Context: an optimization exercise on an open-source flow, tuned for small area, a short achievable clock period and few clock cycles per item. The choices shown serve that exercise and are no tape-out recipe. At most, simulation tests tie the RTL to the original design; equivalence was not proved. Power is estimated from default activity; no workload was simulated.

the baseline:
==> flow/design.v <==
module ad5934_freq_encoder (
    input  wire        clk,
    input  wire        rst,         
    input  wire        in_valid,
    output wire        in_ready,
    input  wire [31:0] in_freq,
    input  wire [31:0] in_fclk,
    output reg         out_valid,
    output wire [23:0] out_code,
    output wire        out_err
);
    reg         busy;        
    reg  [4:0]  cnt;         
    reg         err;         
    reg  [32:0] tr;          
    reg         neg;         
    reg  [23:0] qs;          
    assign in_ready = busy && (err || cnt == 5'd24);
    assign out_code = err ? 24'd0 : qs;
    assign out_err  = err;
    wire        rneg = tr[32] ^ neg;
    wire [32:0] a    = busy ? {tr[31:0] ^ {32{tr[32]}}, qs[23] ^ rneg}
                            : {1'b0, in_freq[24:0], in_fclk[31:25]};
    wire [32:0] b    = ~{1'b0, in_fclk};
    wire [32:0] p0   = a ^ b;
    wire [32:0] g0   = (a & b) | {32'd0, p0[0]};
    wire [32:0] gl [0:6];
    wire [32:0] pl [0:6];
    assign gl[0] = g0;
    assign pl[0] = p0;
    genvar l, i;
    generate
        for (l = 0; l < 6; l = l + 1) begin : lvl
            for (i = 0; i < 33; i = i + 1) begin : bitl
                if ((i >> l) & 1) begin : comb
                    localparam integer J = ((i >> l) << l) - 1;
                    assign gl[l+1][i] = gl[l][i] | (pl[l][i] & gl[l][J]);
                    assign pl[l+1][i] = pl[l][i] & pl[l][J];
                end else begin : pass
                    assign gl[l+1][i] = gl[l][i];
                    assign pl[l+1][i] = pl[l][i];
                end
            end
        end
    endgenerate
    wire [32:0] s    = p0 ^ {gl[6][31:0], 1'b1};
    wire        nneg = busy & rneg;
    wire        qbit = ~(s[32] ^ nneg);
    always @(posedge clk) begin
        tr  <= s;
        neg <= nneg;
        if (!busy) begin
            qs  <= in_fclk[24:1];
            err <= (|in_freq[31:25]) | qbit;
            cnt <= 5'd1;
        end else begin
            qs  <= {qs[22:0], qbit};
            cnt <= cnt + 5'd1;
        end
        if (rst) begin
            busy      <= 1'b0;
            out_valid <= 1'b0;
        end else begin
            out_valid <= in_ready && in_valid;
            if (!busy)
                busy <= in_valid;
            else if (in_ready && in_valid)
                busy <= 1'b0;
        end
    end
endmodule
==> flow/config.mk <==
export PLATFORM = sky130hd
export DESIGN_NAME = ad5934_freq_encoder
export DESIGN_NICKNAME = ad5934_freq_encoder
export VERILOG_FILES = /design/flow/design.v
export SDC_FILE = /design/flow/constraint.sdc
export NUM_CORES = 4
export LEC_CHECK = 0
export CAP_MARGIN = 20
export CORE_MARGIN = 2
export CORE_UTILIZATION = 40
export CTS_BUF_LIST = sky130_fd_sc_hd__clkbuf_4 sky130_fd_sc_hd__clkbuf_8
export PLACE_DENSITY = 0.6
export SETUP_SLACK_MARGIN = 1.5
export SLEW_MARGIN = 20
==> flow/constraint.sdc <==
create_clock -name core_clock -period 5.0 [get_ports {clk}]
set_input_delay 1.0000 -clock core_clock [delete_from_list [all_inputs] [get_ports {clk}]]
set_output_delay 1.0000 -clock core_clock [all_outputs]
set_load 0.01 [all_outputs]
standard.sh (not shown) runs the stock make flow with config.mk's settings and CLKGATE_MAP_FILE= SYNTH_SCRIPT=/design/flow/synth_recipe.tcl, a recipe that flattens the netlist after the stock synthesis.
==> flow/flow/run.sh <==
#!/bin/bash
# The standard layout (the standard.sh: standard synthesis, floorplan,
# placement, CTS, routing), with the port buffers that placement inserts on
# every input and output made plain sky130 buffers instead of the default
# delay-buffer cell. Each tool's output is kept in its own log here.
set -euo pipefail
export BUFFER_PORTS_ARGS="-buffer_cell sky130_fd_sc_hd__buf_1"
bash standard.sh > standard_make.log 2>&1
The baseline was carried through to the last stage, and its layout satisfied the timing, design-rule and antenna checks.
#### Input delta (the candidate over the baseline)
==> flow/design.v <==
module ad5934_freq_encoder (
    input  wire        clk,
    input  wire        rst,         
    input  wire        in_valid,
    output wire        in_ready,
    input  wire [31:0] in_freq,
    input  wire [31:0] in_fclk,
    output reg         out_valid,
    output wire [23:0] out_code,
    output wire        out_err
);
    reg         busy;        
    reg         idle;        
    reg  [4:0]  cnt;         
    reg         err;         
    reg  [32:0] rem;         
    reg  [23:0] qs;          
    assign in_ready = busy && (err || cnt == 5'd0);
    assign out_code = err ? 24'd0 : qs;
    assign out_err  = err;
    wire        nbit = in_fclk[cnt + 5'd1];
    wire [32:0] a    = idle ? {1'b0, in_freq[24:0], in_fclk[31:25]}
                            : {rem[31:0], nbit};
    wire        sub  = idle | ~rem[32];
    wire [32:0] b    = {33{sub}} ^ {1'b0, in_fclk};
    wire [32:0] p0   = a ^ b;
    wire [32:0] g0   = (a & b) | {32'd0, p0[0] & sub};
    wire [32:0] gl [0:6];
    wire [32:0] pl [0:6];
    assign gl[0] = g0;
    assign pl[0] = p0;
    genvar l, i;
    generate
        for (l = 0; l < 6; l = l + 1) begin : lvl
            for (i = 0; i < 33; i = i + 1) begin : bitl
                if ((i >> l) & 1) begin : comb
                    localparam integer J = ((i >> l) << l) - 1;
                    assign gl[l+1][i] = gl[l][i] | (pl[l][i] & gl[l][J]);
                    assign pl[l+1][i] = pl[l][i] & pl[l][J];
                end else begin : pass
                    assign gl[l+1][i] = gl[l][i];
                    assign pl[l+1][i] = pl[l][i];
                end
            end
        end
    endgenerate
    wire [32:0] sum  = p0 ^ {gl[6][31:0], sub};
    wire        qbit = ~sum[32];
    always @(posedge clk) begin
        rem <= sum;
        qs <= {qs[22:0], qbit};
        if (!busy) begin
            err <= (|in_freq[31:25]) | qbit;
            cnt <= 5'd23;
        end else begin
            cnt <= cnt - 5'd1;
        end
        if (rst) begin
            busy      <= 1'b0;
            idle      <= 1'b1;
            out_valid <= 1'b0;
        end else begin
            out_valid <= in_ready && in_valid;
            if (!busy) begin
                busy <= in_valid;
                idle <= ~in_valid;
            end else if (in_ready && in_valid) begin
                busy <= 1'b0;
                idle <= 1'b1;
            end
        end
    end
endmodule
Results
The flow did not stop early for the candidate: all stages ran, and the layout cleared the timing, design-rule and antenna checks. [compare] base=the baseline new=the candidate: sequential share of layout area moved down, number of gates on the worst path with buffers counted moved up, post-place setup slack moved down, worst path setup slack after routing moved down, clock network area share moved down. In the final reports, the cell area of the candidate is larger than that of the baseline.
Function was not checked in any run of this note: the RTL went through the layout flow alone.

* * *

## maple
ad5934_freq_encoder, a different RTL version from the one above (not shown whole).
For scale: ~410 cells after synthesis, roughly 65 flip-flops, roughly 0.0039 mm^2 of cells after synthesis.
==> module ad5934_freq_encoder, before the edit <==
module ad5934_freq_encoder (
    input  wire        clk,
    input  wire        rst,         
    input  wire        in_valid,
    output wire        in_ready,
    input  wire [31:0] in_freq,
    input  wire [31:0] in_fclk,
    output reg         out_valid,
    output wire [23:0] out_code,
    output wire        out_err
);
    reg         busy;        
    reg  [4:0]  cnt;         
    reg         err;         
    reg  [32:0] rem;         
    reg  [23:0] qs;          
    assign in_ready = busy && (err || cnt == 5'd24);
    assign out_code = qs;
    assign out_err  = err;
    wire [32:0] a    = busy ? {rem[31:0], qs[23]}
                            : {1'b0, in_freq[24:0], in_fclk[31:25]};
    wire        sub  = ~busy | ~rem[32];
    wire [32:0] b    = {33{sub}} ^ {1'b0, in_fclk};
    wire [32:0] p0   = a ^ b;
    wire [32:0] g0   = (a & b) | {32'd0, p0[0] & sub};
    wire [32:0] gl [0:6];
    wire [32:0] pl [0:6];
    assign gl[0] = g0;
    assign pl[0] = p0;
    genvar l, i;
    generate
        for (l = 0; l < 6; l = l + 1) begin : lvl
            for (i = 0; i < 33; i = i + 1) begin : bitl
                if ((i >> l) & 1) begin : comb
                    localparam integer J = ((i >> l) << l) - 1;
                    assign gl[l+1][i] = gl[l][i] | (pl[l][i] & gl[l][J]);
                    assign pl[l+1][i] = pl[l][i] & pl[l][J];
                end else begin : pass
                    assign gl[l+1][i] = gl[l][i];
                    assign pl[l+1][i] = pl[l][i];
                end
            end
        end
    endgenerate
    wire [32:0] sum  = p0 ^ {gl[6][31:0], sub};
    wire        qbit = ~sum[32];
    always @(posedge clk) begin
        rem <= sum;
        if (!busy) begin
            qs  <= in_fclk[24:1];
            err <= (|in_freq[31:25]) | qbit;
            cnt <= 5'd1;
        end else begin
            qs  <= err ? 24'd0 : {qs[22:0], qbit};
            cnt <= cnt + 5'd1;
        end
        if (rst) begin
            busy      <= 1'b0;
            out_valid <= 1'b0;
        end else begin
            out_valid <= in_ready && in_valid;
            if (!busy)
                busy <= in_valid;
            else if (in_ready && in_valid)
                busy <= 1'b0;
        end
    end
endmodule
clock: 5.0 ns
lec_check: 0
cap_margin: 20
core_margin: 2
core_utilization: 40
cts_buf_list: sky130_fd_sc_hd__clkbuf_4 sky130_fd_sc_hd__clkbuf_8
place_density: 0.6
setup_slack_margin: 1.5
slew_margin: 20
Scripts as last shown in full above: flow/flow/run.sh
The following lists how pepper was set up differently from maple:
diff --git a/flow/design.v b/flow/design.v
--- a/flow/design.v
+++ b/flow/design.v
@@ -15,7 +15,7 @@
     reg  [32:0] rem;         
     reg  [23:0] qs;          
     assign in_ready = busy && (err || cnt == 5'd24);
-    assign out_code = qs;
+    assign out_code = err ? 24'd0 : qs;
     assign out_err  = err;
     wire [32:0] a    = busy ? {rem[31:0], qs[23]}
                             : {1'b0, in_freq[24:0], in_fclk[31:25]};
@@ -51,7 +51,7 @@
             err <= (|in_freq[31:25]) | qbit;
             cnt <= 5'd1;
         end else begin
-            qs  <= err ? 24'd0 : {qs[22:0], qbit};
+            qs  <= {qs[22:0], qbit};
             cnt <= cnt + 5'd1;
         end
         if (rst) begin
==> comparison <==
pepper vs. maple: global-route met1 utilization went down 4.4 points, number of nets in the layout went down 28, non-clock buffer count went down about 6%, maximum VDD drop went down 13 uV.
Power in combinational cells went down by a few percent going from maple to pepper.
Per the comparison of pepper with maple, power spent charging and discharging nets -about 2%, post-synthesis sequential element count saw little to no change, post-layout minimum cycle time went down, met3 track utilization from global routing picked up an extra 1.4 points.
Testbench counts of pepper, summed over its fixed seeds: cycles 46,148, items 2,048.
For maple, only the layout was checked, not whether the RTL still works.

* * *

Starting RTL as in the previous note.
Design ad5934_freq_encoder, start of the top module:
module ad5934_freq_encoder (
    input  wire        clk,
    input  wire        rst,         
    input  wire        in_valid,
    output wire        in_ready,
    input  wire [31:0] in_freq,
    input  wire [31:0] in_fclk,
    output reg         out_valid,
    output wire [23:0] out_code,
    output wire        out_err
);
==> flow/config.mk <==
export PLATFORM = sky130hd
export DESIGN_NAME = ad5934_freq_encoder
export DESIGN_NICKNAME = ad5934_freq_encoder
export VERILOG_FILES = /design/flow/design.v
export SDC_FILE = /design/flow/constraint.sdc
export NUM_CORES = 4
export LEC_CHECK = 0
export CAP_MARGIN = 20
export CORE_MARGIN = 2
export CORE_UTILIZATION = 40
export CTS_BUF_LIST = sky130_fd_sc_hd__clkbuf_4 sky130_fd_sc_hd__clkbuf_8
export PLACE_DENSITY = 0.6
export SETUP_SLACK_MARGIN = 1.8
export SLEW_MARGIN = 20
==> flow/constraint.sdc <==
create_clock -name core_clock -period 5.0 [get_ports {clk}]
set_input_delay 1.0000 -clock core_clock [delete_from_list [all_inputs] [get_ports {clk}]]
set_output_delay 1.0000 -clock core_clock [all_outputs]
set_load 0.01 [all_outputs]
Scripts as last shown in full above: flow/flow/run.sh
Then changed:
--- a/flow/design.v
+++ b/flow/design.v
@@ -13,11 +13,11 @@
     reg  [4:0]  cnt;         
     reg         err;         
     reg  [32:0] rem;         
     reg  [23:0] qs;          
     assign in_ready = busy && (err || cnt == 5'd24);
-    assign out_code = qs;
+    assign out_code = err ? 24'd0 : qs;
     assign out_err  = err;
     wire [32:0] a    = busy ? {rem[31:0], qs[23]}
                             : {1'b0, in_freq[24:0], in_fclk[31:25]};
     wire        sub  = ~busy | ~rem[32];
     wire [32:0] b    = {33{sub}} ^ {1'b0, in_fclk};
@@ -49,11 +49,11 @@
         if (!busy) begin
             qs  <= in_fclk[24:1];
             err <= (|in_freq[31:25]) | qbit;
             cnt <= 5'd1;
         end else begin
-            qs  <= err ? 24'd0 : {qs[22:0], qbit};
+            qs  <= {qs[22:0], qbit};
             cnt <= cnt + 5'd1;
         end
         if (rst) begin
             busy      <= 1'b0;
             out_valid <= 1'b0;
=>
- routed wire length decreases by 11%
- clock power increases by 5.5%
- synthesized cell count decreases by 5.3%
- design area decreases by 6.5%
- area after synthesis increases by 2.2%
- via count decreases by 6.5%
- global-route usage decreases by 1.8 points
- power decreases by 7.8%
- non-clock buffer count decreases by 9
- first-iteration DRC count decreases by 21%
- worst setup slack improves by 0.20 ns
Testbench counts after the change, summed over its fixed seeds: cycles 46,148, items 2,048.
No functional check of the RTL was part of the first run of this note.

==> re-timing with driven ports <==
Ports are ideal in the flow. The routed layouts listed here were re-timed in OpenROAD.
Step 1, drivers: a clkbuf_16 drives clk and a buf_2 each remaining input, both assumed.
Step 2 moves the port delays by t, midway between the first and last clock arrival at a register: inputs arrive t later, outputs are due t later. That takes back most of the time a late clock gives input paths.
Three values: ideal, step 1, step 2; two values: the first two.
run	t (ns)	setup WS [ns]	worst setup path at the end	latest minus earliest clock arrival (ns)	cell pins on the clock port's net
the baseline	0.389	1.549 / 1.549 / 1.189	input to register	0.010 / 0.009	1
the candidate	0.375	0.577 / 0.581 / 0.206	input to register	0.010 / 0.010	1
maple	0.372	1.659 / 1.659 / 1.296	input to register	0.012 / 0.012	1
pepper	0.371	1.739 / 1.739 / 1.489	input to register	0.008 / 0.008	1
the first run of note 3	0.370	1.813 / 1.819 / 1.449	input to register	0.010 / 0.010	1
the second run of note 3	0.371	2.008 / 2.016 / 1.644	input to register	0.009 / 0.009	1
After both steps every run listed still meets setup and hold. For the candidate, which loses most, drivers alone change the setup slack by +0.004 ns; drivers and shift together by -0.371 ns.
